This is an optimization exercise on Yosys and OpenROAD, whose aim is small area, not a production implementation.
At most, simulation tests tie the RTL to the original design; equivalence was not proved.
Power and IR drop assume default switching activity.

== lane 1 ==
==> module pfrb, before the edit <==
module pfrb (
    input  wire        clk,
    input  wire        rst,
    input  wire        in_valid,
    input  wire [7:0]  in_data,
    output wire        in_ready,
    input  wire        rx_fault,
    input  wire        cmd_valid,
    input  wire [8:0]  cmd,
    output reg         resp_valid,
    output reg  [46:0] resp
);
    localparam BW = 224;    
    localparam [1:0] PH_IDLE   = 2'b00;
    localparam [1:0] PH_HUNT   = 2'b10;
    localparam [1:0] PH_BODY   = 2'b11;
    localparam [1:0] PH_HALTED = 2'b01;
    reg [1:0]  phase;
    reg [4:0]  cnt;           
    reg [15:0] spd;           
    reg [15:0] prev_start;
    reg        ltf;           
    reg [207:0] sr;           
    reg [2:0]  wblk;          
    reg        rotc;
    reg [15:0] rpm_raw;
    reg        commit_q;      
    reg [5:0]  ring_z;
    reg [5:0]  snap_z;
    reg [BW*6-1:0] ring;
    reg [BW*6-1:0] snap;
    wire [2:0] op  = cmd[2:0];
    wire cmd_snap = cmd_valid && (op == 3'd1);
    assign in_ready = phase[1];
    wire accept  = in_valid && in_ready && !rx_fault;
    wire in_body = phase[0];
    wire acc_body = accept && in_body;
    wire acc_hunt = accept && !in_body;
    wire commit  = acc_body && (cnt == 5'd31);
    reg [7:0] marker_byte;
    always @(*) begin
        case (cnt[1:0])
            2'd0:    marker_byte = 8'h55;
            2'd1:    marker_byte = 8'hAA;
            2'd2:    marker_byte = 8'h03;
            default: marker_byte = 8'h08;
        endcase
    end
    wire match  = (in_data == marker_byte);
    wire is55   = (in_data == 8'h55);
    wire [7:0] cmp_p = cnt[0] ? prev_start[15:8] : prev_start[7:0];
    wire       cmp_f = cnt[0] ? ltf : 1'b0;
    wire [8:0] cmp_d = {1'b0, in_data} - {1'b0, cmp_p} - {8'd0, cmp_f};
    wire       cmp_lt = cmp_d[8];
    always @(posedge clk) begin
        if (rst) begin
            phase   <= PH_IDLE;
            cnt     <= 5'd0;
            wblk    <= 3'd0;
            rotc    <= 1'b0;
            prev_start <= 16'd0;
            rpm_raw <= 16'd0;
            ring_z  <= 6'h3f;
            snap_z  <= 6'h3f;
            commit_q <= 1'b0;
        end else begin
            commit_q <= commit;
            if (commit_q)
                rpm_raw <= spd;
            if (cmd_valid && op == 3'd4 && phase == PH_IDLE)
                phase <= PH_HUNT;
            if (cmd_snap)
                snap_z <= ring_z;
            if (acc_hunt) begin
                if (match && cnt[1:0] == 2'd3) begin
                    phase <= PH_BODY;
                    cnt   <= 5'd0;
                end else if (match) begin
                    cnt   <= cnt + 5'd1;
                end else begin
                    cnt   <= {4'd0, is55};
                end
            end
            if (acc_body) begin
                cnt <= cnt + 5'd1;
                if (cnt == 5'd2) prev_start[7:0]  <= in_data;
                if (cnt == 5'd3) prev_start[15:8] <= in_data;
            end
            if (commit) begin
                phase   <= PH_HUNT;
                wblk    <= (wblk == 3'd5) ? 3'd0 : wblk + 3'd1;
            end
            rotc <= (rotc && !cmd_snap) || (commit && ltf);
            if (commit)
                ring_z[wblk] <= 1'b0;
            if (rx_fault && phase != PH_HALTED)
                phase <= PH_HALTED;
        end
    end
    always @(posedge clk) begin
        if (acc_body && cnt[4:1] == 4'd1)
            ltf <= cmp_lt;
        if (acc_body && cnt == 5'd0) spd[7:0]  <= in_data;
        if (acc_body && cnt == 5'd1) spd[15:8] <= in_data;
        if (acc_body && cnt >= 5'd4 && cnt <= 5'd29)
            sr <= {in_data, sr[207:8]};
    end
    genvar b;
    generate
        for (b = 0; b < 6; b = b + 1) begin : g_blk
            always @(posedge clk) begin
                if (commit && wblk == b)
                    ring[BW*b +: BW] <= {sr, prev_start};
                if (cmd_snap)
                    snap[BW*b +: BW] <= ring[BW*b +: BW];
            end
        end
    endgenerate
    reg [8:0] cmd_q;
    reg       rotc_q;
    always @(posedge clk) begin
        if (rst)
            resp_valid <= 1'b0;
        else
            resp_valid <= cmd_valid;
        cmd_q  <= cmd;
        rotc_q <= rotc;
    end
    wire [2:0] q_op  = cmd_q[2:0];
    wire [2:0] rb = cmd_q[8:6];
    wire [2:0] ri = cmd_q[5:3];
    wire [47:0] sel;
    wire [5:0]  bsel;
    genvar g, h;
    generate
        for (g = 0; g < 6; g = g + 1) begin : g_bsel
            assign bsel[g] = (rb == g);
            for (h = 0; h < 8; h = h + 1) begin : g_sel
                assign sel[g*8+h] = bsel[g] && (ri == h);
            end
        end
    endgenerate
    wire [2:0] in_rb = cmd[8:6];
    wire [2:0] in_ri = cmd[5:3];
    reg [31:0] raw;       
    integer kr;
    always @(*) begin
        raw = 32'd0;
        for (kr = 0; kr < 6; kr = kr + 1)
            raw = raw | ({32{in_rb == kr}} & {snap[BW*kr+208 +: 16], snap[BW*kr +: 16]});
    end
    wire [15:0] r_start = raw[15:0];
    wire [15:0] r_end   = raw[31:16];
    wire        wrap    = (r_end < r_start);
    wire [15:0] m0 = in_ri[0] ? r_end : r_start;
    wire [15:0] m1 = in_ri[1] ? r_end : r_start;
    wire [15:0] m2 = in_ri[2] ? r_end : r_start;
    wire [18:0] q  = {3'b0, r_start} + {3'b0, m0} + {2'b0, m1, 1'b0} + {1'b0, m2, 2'b0};
    reg  [20:0] c_wi;
    always @(*) begin
        case ({wrap, in_ri})
            4'b1001: c_wi = 21'd327680 - 21'd23040;
            4'b1010: c_wi = 21'd327680 - 21'd46080;
            4'b1011: c_wi = 21'd327680 - 21'd69120;
            4'b1100: c_wi = 21'd327680 - 21'd92160;
            4'b1101: c_wi = 21'd327680 - 21'd115200;
            4'b1110: c_wi = 21'd327680 - 21'd138240;
            4'b1111: c_wi = 21'd327680 - 21'd161280;
            default: c_wi = 21'd327680;
        endcase
    end
    reg [20:0] ang_q;
    always @(posedge clk)
        ang_q <= c_wi - {2'b0, q};
    reg [23:0] smp;       
    reg        blk_z;
    integer k;
    always @(*) begin
        smp   = 24'd0;
        blk_z = 1'b0;
        for (k = 0; k < 48; k = k + 1)
            smp = smp | ({24{sel[k]}} & snap[BW*(k/8) + 16 + 24*(k%8) +: 24]);
        for (k = 0; k < 6; k = k + 1) begin
            blk_z = blk_z | (bsel[k] & snap_z[k]);
        end
    end
    wire [44:0] sdata = {ang_q, smp[15:0], smp[23:16]};
    always @(*) begin
        case (q_op)
            3'd0: resp = {2'd0, 44'd0, rotc_q};
            3'd2: begin
                if (rb[2:1] == 2'b11)
                    resp = {2'd2, 45'd0};
                else if (blk_z)
                    resp = 47'd0;
                else
                    resp = {2'd0, sdata};
            end
            3'd3: resp = {2'd0, 29'd0, rpm_raw};
            3'd5, 3'd6, 3'd7: resp = {2'd1, 45'd0};
            default: resp = 47'd0;
        endcase
    end
endmodule
Settings: LEC_CHECK=0, CAP_MARGIN=20, CORE_MARGIN=2, CORE_UTILIZATION=70, CTS_BUF_LIST=sky130_fd_sc_hd__clkbuf_8, CTS_CLUSTER_DIAMETER=50, CTS_CLUSTER_SIZE=16, PLACE_DENSITY=0.8, SLEW_MARGIN=20; clock period 10.0 ns.
run.sh (not shown) runs the stock make flow with config.mk's settings and CLKGATE_MAP_FILE= SYNTH_SCRIPT=/design/flow/synth_recipe.tcl, a recipe that flattens the netlist after the stock synthesis.
[inputs] lane 2 vs lane 1
--- a/flow/design.v
+++ b/flow/design.v
@@ -26,5 +26,6 @@
     reg [15:0] rpm_raw;
     reg        commit_q;      
-    reg [5:0]  ring_z;
+    reg        rfull;         
+    reg        rpm_ok;        
     reg [5:0]  snap_z;
     reg [BW*6-1:0] ring;
@@ -32,4 +33,11 @@
     wire [2:0] op  = cmd[2:0];
     wire cmd_snap = cmd_valid && (op == 3'd1);
+    wire [5:0] ring_z;
+    genvar zb;
+    generate
+        for (zb = 0; zb < 6; zb = zb + 1) begin : g_rz
+            assign ring_z[zb] = !rfull && (wblk <= zb);
+        end
+    endgenerate
     assign in_ready = phase[1];
     wire accept  = in_valid && in_ready && !rx_fault;
@@ -59,7 +67,6 @@
             wblk    <= 3'd0;
             rotc    <= 1'b0;
-            prev_start <= 16'd0;
-            rpm_raw <= 16'd0;
-            ring_z  <= 6'h3f;
+            rfull   <= 1'b0;
+            rpm_ok  <= 1'b0;
             snap_z  <= 6'h3f;
             commit_q <= 1'b0;
@@ -67,5 +74,5 @@
             commit_q <= commit;
             if (commit_q)
-                rpm_raw <= spd;
+                rpm_ok <= 1'b1;
             if (cmd_valid && op == 3'd4 && phase == PH_IDLE)
                 phase <= PH_HUNT;
@@ -84,14 +91,12 @@
             if (acc_body) begin
                 cnt <= cnt + 5'd1;
-                if (cnt == 5'd2) prev_start[7:0]  <= in_data;
-                if (cnt == 5'd3) prev_start[15:8] <= in_data;
             end
             if (commit) begin
                 phase   <= PH_HUNT;
                 wblk    <= (wblk == 3'd5) ? 3'd0 : wblk + 3'd1;
+                if (wblk == 3'd5)
+                    rfull <= 1'b1;
             end
             rotc <= (rotc && !cmd_snap) || (commit && ltf);
-            if (commit)
-                ring_z[wblk] <= 1'b0;
             if (rx_fault && phase != PH_HALTED)
                 phase <= PH_HALTED;
@@ -100,5 +105,8 @@
     always @(posedge clk) begin
         if (acc_body && cnt[4:1] == 4'd1)
-            ltf <= cmp_lt;
+            ltf <= cmp_lt && !ring_z[0];
+        if (acc_body && cnt == 5'd2) prev_start[7:0]  <= in_data;
+        if (acc_body && cnt == 5'd3) prev_start[15:8] <= in_data;
+        if (commit_q) rpm_raw <= spd;
         if (acc_body && cnt == 5'd0) spd[7:0]  <= in_data;
         if (acc_body && cnt == 5'd1) spd[15:8] <= in_data;
@@ -197,5 +205,5 @@
                     resp = {2'd0, sdata};
             end
-            3'd3: resp = {2'd0, 29'd0, rpm_raw};
+            3'd3: resp = {2'd0, 29'd0, rpm_ok ? rpm_raw : 16'd0};
             3'd5, 3'd6, 3'd7: resp = {2'd1, 45'd0};
             default: resp = 47'd0;
==> comparison <==
Lane 2 went all the way through the flow, and no timing, DRC or antenna check failed. Lane 2 vs lane 1, global-route wire length before repair went down by 2.5%. Setup skew after layout: higher on lane 1. From lane 1 to lane 2 the numbers moved as follows: die area decreased about 0.6%, share of power burned in combinational logic decreased by 0.5 points relative to the old numbers, area after synthesis now smaller. Looking at overall track demand over capacity in global routing, lane 2 sits 0.63 points lower than lane 1 does. In the flow results for lane 1 and lane 2, the sum of met3 wire segment lengths after detailed routing is larger on lane 1. As far as register bit total from synthesis is concerned, lane 1 and lane 2 perform about the same. Delta (lane 2 minus lane 1): non-clock buffer count increased by about 16% relative to the old numbers; total power saw a decrease.
Function not checked in lane 1: the RTL went through the layout flow alone.

afterwards: timing with drivers on the ports:
In the flow no input, the clock included, has a driving cell. The finished layouts below were timed again as built, in two steps. Step 1, drivers: a clkbuf_16 drives clk and a buf_2 each remaining input, both assumed. Step 2 adds t to the input delays and takes it off the output delays; t is the mean of the earliest and latest rising clock arrival at the registers after step 1. Input paths then give back, and output paths get back, about the clock's delay inside the block. Slacks: ideal ports / drivers / drivers and shift; pairs: ideal ports / drivers.
run	t (ns)	setup WS [ns]	hold slack, ns
lane 1	1.046	2.093 / 2.018 / 1.442	0.404 / 0.404 / 0.404
lane 2	1.050	2.075 / 1.997 / 1.338	0.369 / 0.369 / 0.369
After both steps every run listed still meets setup and hold. For lane 2, which loses most, drivers alone change the setup slack by -0.078 ns; drivers and shift together by -0.737 ns.
